This is an optimization exercise on Yosys and OpenROAD, whose aim is small area and few clock cycles, not a production implementation.
Only simulation tests tie the RTL to the original design; equivalence was not proved.
No activity file was given, so power comes from the tool's default toggle rates.

Setup of the baseline:
## mpd_core
module mpd_core (
    input  wire        clk,
    input  wire        rst,         
    input  wire        step,        
    input  wire        load,        
    input  wire [8:0]  load_len,
    input  wire [7:0]  sw,          
    output wire        ready,
    output wire [7:0]  imem_addr,
    input  wire [15:0] imem_data,
    output wire [7:0]  rs_out,
    output wire        halted,
    input  wire [4:0]  dbg_sel,
    output reg  [7:0]  dbg_data
);
    reg [7:0] r0, r1, r2, r3, ac, pc, rs, sp;
    reg [7:0] mem [0:15];
    reg       zf;
    reg [8:0] len;          
    assign ready     = 1'b1;
    assign imem_addr = pc;
    assign rs_out    = rs;
    assign halted    = ({1'b0, pc} >= len);
    wire [4:0] op   = imem_data[12:8];
    wire [3:0] dn   = imem_data[7:4];
    wire [3:0] sn   = imem_data[3:0];
    wire [7:0] data = imem_data[7:0];
    wire d_ok = ~dn[3];
    wire s_ok = ~sn[3];
    wire [2:0] di = dn[2:0];
    wire op_add = (op == 5'h00), op_sub = (op == 5'h01), op_inc = (op == 5'h02),
         op_dec = (op == 5'h03), op_cpl = (op == 5'h04), op_and = (op == 5'h05),
         op_or  = (op == 5'h06), op_xor = (op == 5'h07), op_rr  = (op == 5'h08),
         op_rl  = (op == 5'h09), op_call = (op == 5'h16), op_ret = (op == 5'h17),
         op_jz  = (op == 5'h18), op_store = (op == 5'h19), op_load = (op == 5'h1A),
         op_out = (op == 5'h1B), op_in  = (op == 5'h1C), op_set = (op == 5'h1D),
         op_jmp = (op == 5'h1E), op_mov = (op == 5'h1F);
    wire alu2 = op_add | op_sub | op_and | op_or | op_xor;
    wire alu1 = op_inc | op_dec | op_cpl | op_rr | op_rl;
    wire alu_do = (alu2 & d_ok & s_ok) | (alu1 & d_ok);
    wire [7:0] pc_inc = pc + 8'd1;
  ...
export LEC_CHECK = 0
export ABC_AREA = 1
export CAP_MARGIN = 20
export CORE_MARGIN = 2
export CORE_UTILIZATION = 55
export GPL_TIMING_DRIVEN = 0
export SETUP_SLACK_MARGIN = 0.4
export SLEW_MARGIN = 20
create_clock -name core_clock -period 8.0 [get_ports {clk}]
standard.sh (not shown) runs the stock make flow with config.mk's settings and CLKGATE_MAP_FILE= SYNTH_SCRIPT=/design/flow/synth_recipe.tcl, a recipe that flattens the netlist after the stock synthesis.
==> flow/flow/run.sh <==
#!/bin/bash
# Layout flow: the standard flow (standard.sh) with
#  - synthesis mapped for area by ABC (&deepsyn, then the &nf mapper;
#    flow/synth.tcl, flow/abc_area_nf.script),
#  - ports buffered with the smallest buffer, sky130_fd_sc_hd__buf_1,
#  - a clock tree of small clock buffers and no dummy loads.
# ORFS writes each step's full log under orfs/logs/; make's own output goes
# to flow_make.log in the work folder.
set -uo pipefail
W=$PWD
CTS_OPTS=${CTS_OPTS:--buf_list sky130_fd_sc_hd__clkbuf_4 -sink_clustering_size 7 -sink_clustering_max_diameter 40}
bash standard.sh \
  SYNTH_SCRIPT="$W/flow/synth.tcl" \
  BUFFER_PORTS_ARGS="-buffer_cell sky130_fd_sc_hd__buf_1" \
  CTS_ARGS="-sink_clustering_enable -repair_clock_nets -dont_use_dummy_load $CTS_OPTS" \
  finish > "$W/flow_make.log" 2>&1
==> flow/flow/abc_area_nf.script <==
&get -n
&st
&deepsyn -T 60
&dch -f
&nf -R 1000 -C 32
&put
==> flow/flow/synth.tcl <==
# The standard flow's synthesis (synth_recipe.tcl in the work folder), with one change:
# the final technology mapping runs ABC with abc_area_nf.script (&deepsyn and
# the &nf area mapper) instead of ORFS's abc_area.script. Everything else, and so
# every register, stays as the standard synthesis makes it.
set flow_dir [file dirname [file normalize [info script]]]
set ::my_abc_script [file join $flow_dir abc_area_nf.script]
proc abc {args} {
  set i [lsearch -exact $args -script]
  if { $i >= 0 } { lset args [expr {$i + 1}] $::my_abc_script }
  yosys abc {*}$args
}
source [file join [file dirname $flow_dir] synth_recipe.tcl]
Testbench counts of the baseline, summed over its fixed seeds: cycles 16,064.
What the candidate does differently from the baseline at the input level:
--- a/flow/flow/run.sh
+++ b/flow/flow/run.sh
@@ -10,3 +10,3 @@
 W=$PWD
-CTS_OPTS=${CTS_OPTS:--buf_list sky130_fd_sc_hd__clkbuf_4 -sink_clustering_size 7 -sink_clustering_max_diameter 40}
+CTS_OPTS=${CTS_OPTS:--buf_list sky130_fd_sc_hd__clkbuf_4 -sink_clustering_size 10 -sink_clustering_max_diameter 50}
 bash standard.sh \
--- a/flow/config.mk
+++ b/flow/config.mk
@@ -12,3 +12,2 @@
 export GPL_TIMING_DRIVEN = 0
-export SETUP_SLACK_MARGIN = 0.4
 export SLEW_MARGIN = 20
- In the candidate the maximum cell stage delay along the critical path turned out 0.63 ns lower than in the baseline.
- Final period demand of the worst path, the baseline and the candidate: larger value in the candidate
- Clock power share delta for the candidate relative to the baseline: 2.5 points lower
- The candidate against the baseline: area growth from synthesis to layout went down 1.4 points, netlist area before placement held, arithmetic-cell share of the synthesized area counting full adders, half adders and majority gates held, worst setup slack went down 0.28 ns.

* * *

mpd_core, a different RTL version from the one above (not shown whole).
For scale: roughly 1400 cells after synthesis, roughly 200 flip-flops, ~68 I/O pins, ~12000 um2 of cells after synthesis.
make LEC_CHECK=0 ABC_AREA=1 CAP_MARGIN=20 CORE_MARGIN=2 CORE_UTILIZATION=40 CTS_BUF_LIST=sky130_fd_sc_hd__clkbuf_4 SLEW_MARGIN=20 finish   # period 8.0 ns
run.sh (not shown) runs the stock make flow with config.mk's settings and CLKGATE_MAP_FILE= SYNTH_SCRIPT=/design/flow/synth_recipe.tcl, a recipe that flattens the netlist after the stock synthesis.
Stock flow here: none of the scripts above is used.
The first run went through all stages and came out clean.
Testbench counts at the start, summed over its fixed seeds: cycles 16,064.
Change:
==> flow/flow/run.sh (new file) <==
#!/bin/bash
# Layout flow: the standard flow (standard.sh) with
#  - synthesis mapped by ABC's &nf area mapper (flow/synth.tcl),
#  - ports buffered with the smallest buffer, sky130_fd_sc_hd__buf_1,
#  - a clock tree of small clock buffers and no dummy loads.
# ORFS writes each step's full log under orfs/logs/; make's own output goes
# to flow_make.log in the work folder.
set -uo pipefail
W=$PWD
CTS_BUFS=${CTS_BUFS:-sky130_fd_sc_hd__clkbuf_4}
bash standard.sh \
  SYNTH_SCRIPT="$W/flow/synth.tcl" \
  BUFFER_PORTS_ARGS="-buffer_cell sky130_fd_sc_hd__buf_1" \
  CTS_ARGS="-sink_clustering_enable -repair_clock_nets -dont_use_dummy_load -buf_list $CTS_BUFS" \
  finish > "$W/flow_make.log" 2>&1
==> flow/flow/abc_area_nf.script (new file) <==
&get -n
&st
&dch -f
&nf -R 1000 -C 32
&put
==> flow/flow/synth.tcl (new file) <==
# The standard flow's synthesis (synth_recipe.tcl in the work folder), with one change:
# the final technology mapping runs ABC with abc_area_nf.script (the &nf
# area mapper) instead of ORFS's abc_area.script. Everything else, and so
# every register, stays as the standard synthesis makes it.
set flow_dir [file dirname [file normalize [info script]]]
set ::my_abc_script [file join $flow_dir abc_area_nf.script]
proc abc {args} {
  set i [lsearch -exact $args -script]
  if { $i >= 0 } { lset args [expr {$i + 1}] $::my_abc_script }
  yosys abc {*}$args
}
source [file join [file dirname $flow_dir] synth_recipe.tcl]
==> flow/standard.sh (new file) <==
#!/bin/bash
# synth_recipe.tcl (not shown) runs the flow's synth.tcl, then flattens the netlist and writes it again
# the make line also repeats each setting of config.mk as NAME=value (left out here)
make -C /OpenROAD-flow-scripts/flow DESIGN_CONFIG=/design/flow/config.mk WORK_HOME=/design/flow/orfs CLKGATE_MAP_FILE= SYNTH_SCRIPT=/design/flow/synth_recipe.tcl "${@:-finish}"
CTS_BUF_LIST = not set   (was sky130_fd_sc_hd__clkbuf_4)
removed: flow/run.sh
=> Critical path depth grows by 18. Count of clock-buffer cells in the layout decreases by 21. First-iteration DRC count rose by about 34%. Utilization rose by 0.30 points. Design area decreases by about 13%. Setup slack degrades by 0.45 ns. Sequential power stays flat. Wire length drops by about 18%. Synthesized cell count decreases by 38%. Via count decreases by about 19%. Flip-flop and latch count stays the same.
Change:
--- a/flow/flow/run.sh
+++ b/flow/flow/run.sh
@@ -10 +10 @@
-CTS_BUFS=${CTS_BUFS:-sky130_fd_sc_hd__clkbuf_4}
+CTS_OPTS=${CTS_OPTS:--buf_list sky130_fd_sc_hd__clkbuf_4 -sink_clustering_size 8 -sink_clustering_max_diameter 50}
@@ -14 +14 @@
-  CTS_ARGS="-sink_clustering_enable -repair_clock_nets -dont_use_dummy_load -buf_list $CTS_BUFS" \
+  CTS_ARGS="-sink_clustering_enable -repair_clock_nets -dont_use_dummy_load $CTS_OPTS" \
CORE_UTILIZATION = 60   (was 40)
GPL_TIMING_DRIVEN = 0   (was not set)
After rerunning: The new run produced a clean layout; core utilization went up by 19 points; power falls by 7.4%; routed wire length is lower by about 6.5%; synthesized area stays the same.
Change:
CORE_UTILIZATION = 40   (was 60)
After rerunning:
- sequential power is about the same
- first-iteration DRC count went up by about 2.2%
- clock skew climbs by 0.028 ns
- power climbs by 4.0%
- utilization came out lower by 21 points
- design area rose by about 2.8%

## port drivers added, routing unchanged
In the flow no input, the clock included, has a driving cell. The finished layouts below were timed again as built, in two steps. Step 1 assumes that a clkbuf_16 drives the clock port and a buf_2 every other input. Step 2 times the ports against the registers' clock, not the clock port: input delays grow and output delays shrink by t, the midpoint of the rising clock arrivals with the driver on. Slacks: ideal / step 1 / step 2; pairs: ideal / step 1.
| run | t (ns) | setup slack, ns | hold slack, ns | pins driven straight from the clock port |
|---|---|---|---|---|
| the baseline | 0.648 | 0.564 / 0.582 / -0.066 | 0.897 / 0.897 / 0.897 | 1 |
| the candidate | 0.699 | 0.281 / 0.299 / -0.399 | 0.885 / 0.885 / 0.885 | 1 |
| the first run of note 2 | 0.695 | 1.054 / 0.996 / 0.862 | 0.924 / 0.924 / 0.924 | 1 |
| the second run of note 2 | 0.654 | 0.606 / 0.631 / -0.023 | 1.037 / 1.037 / 1.037 | 1 |
| the third run of note 2 | 0.692 | 0.217 / 0.229 / -0.463 | 1.040 / 1.040 / 1.040 | 1 |
| the fourth run of note 2 | 0.655 | 0.272 / 0.293 / -0.362 | 1.067 / 1.067 / 1.067 | 1 |
Met with ideal ports but missed after step 2: setup timing in 5 of these runs.
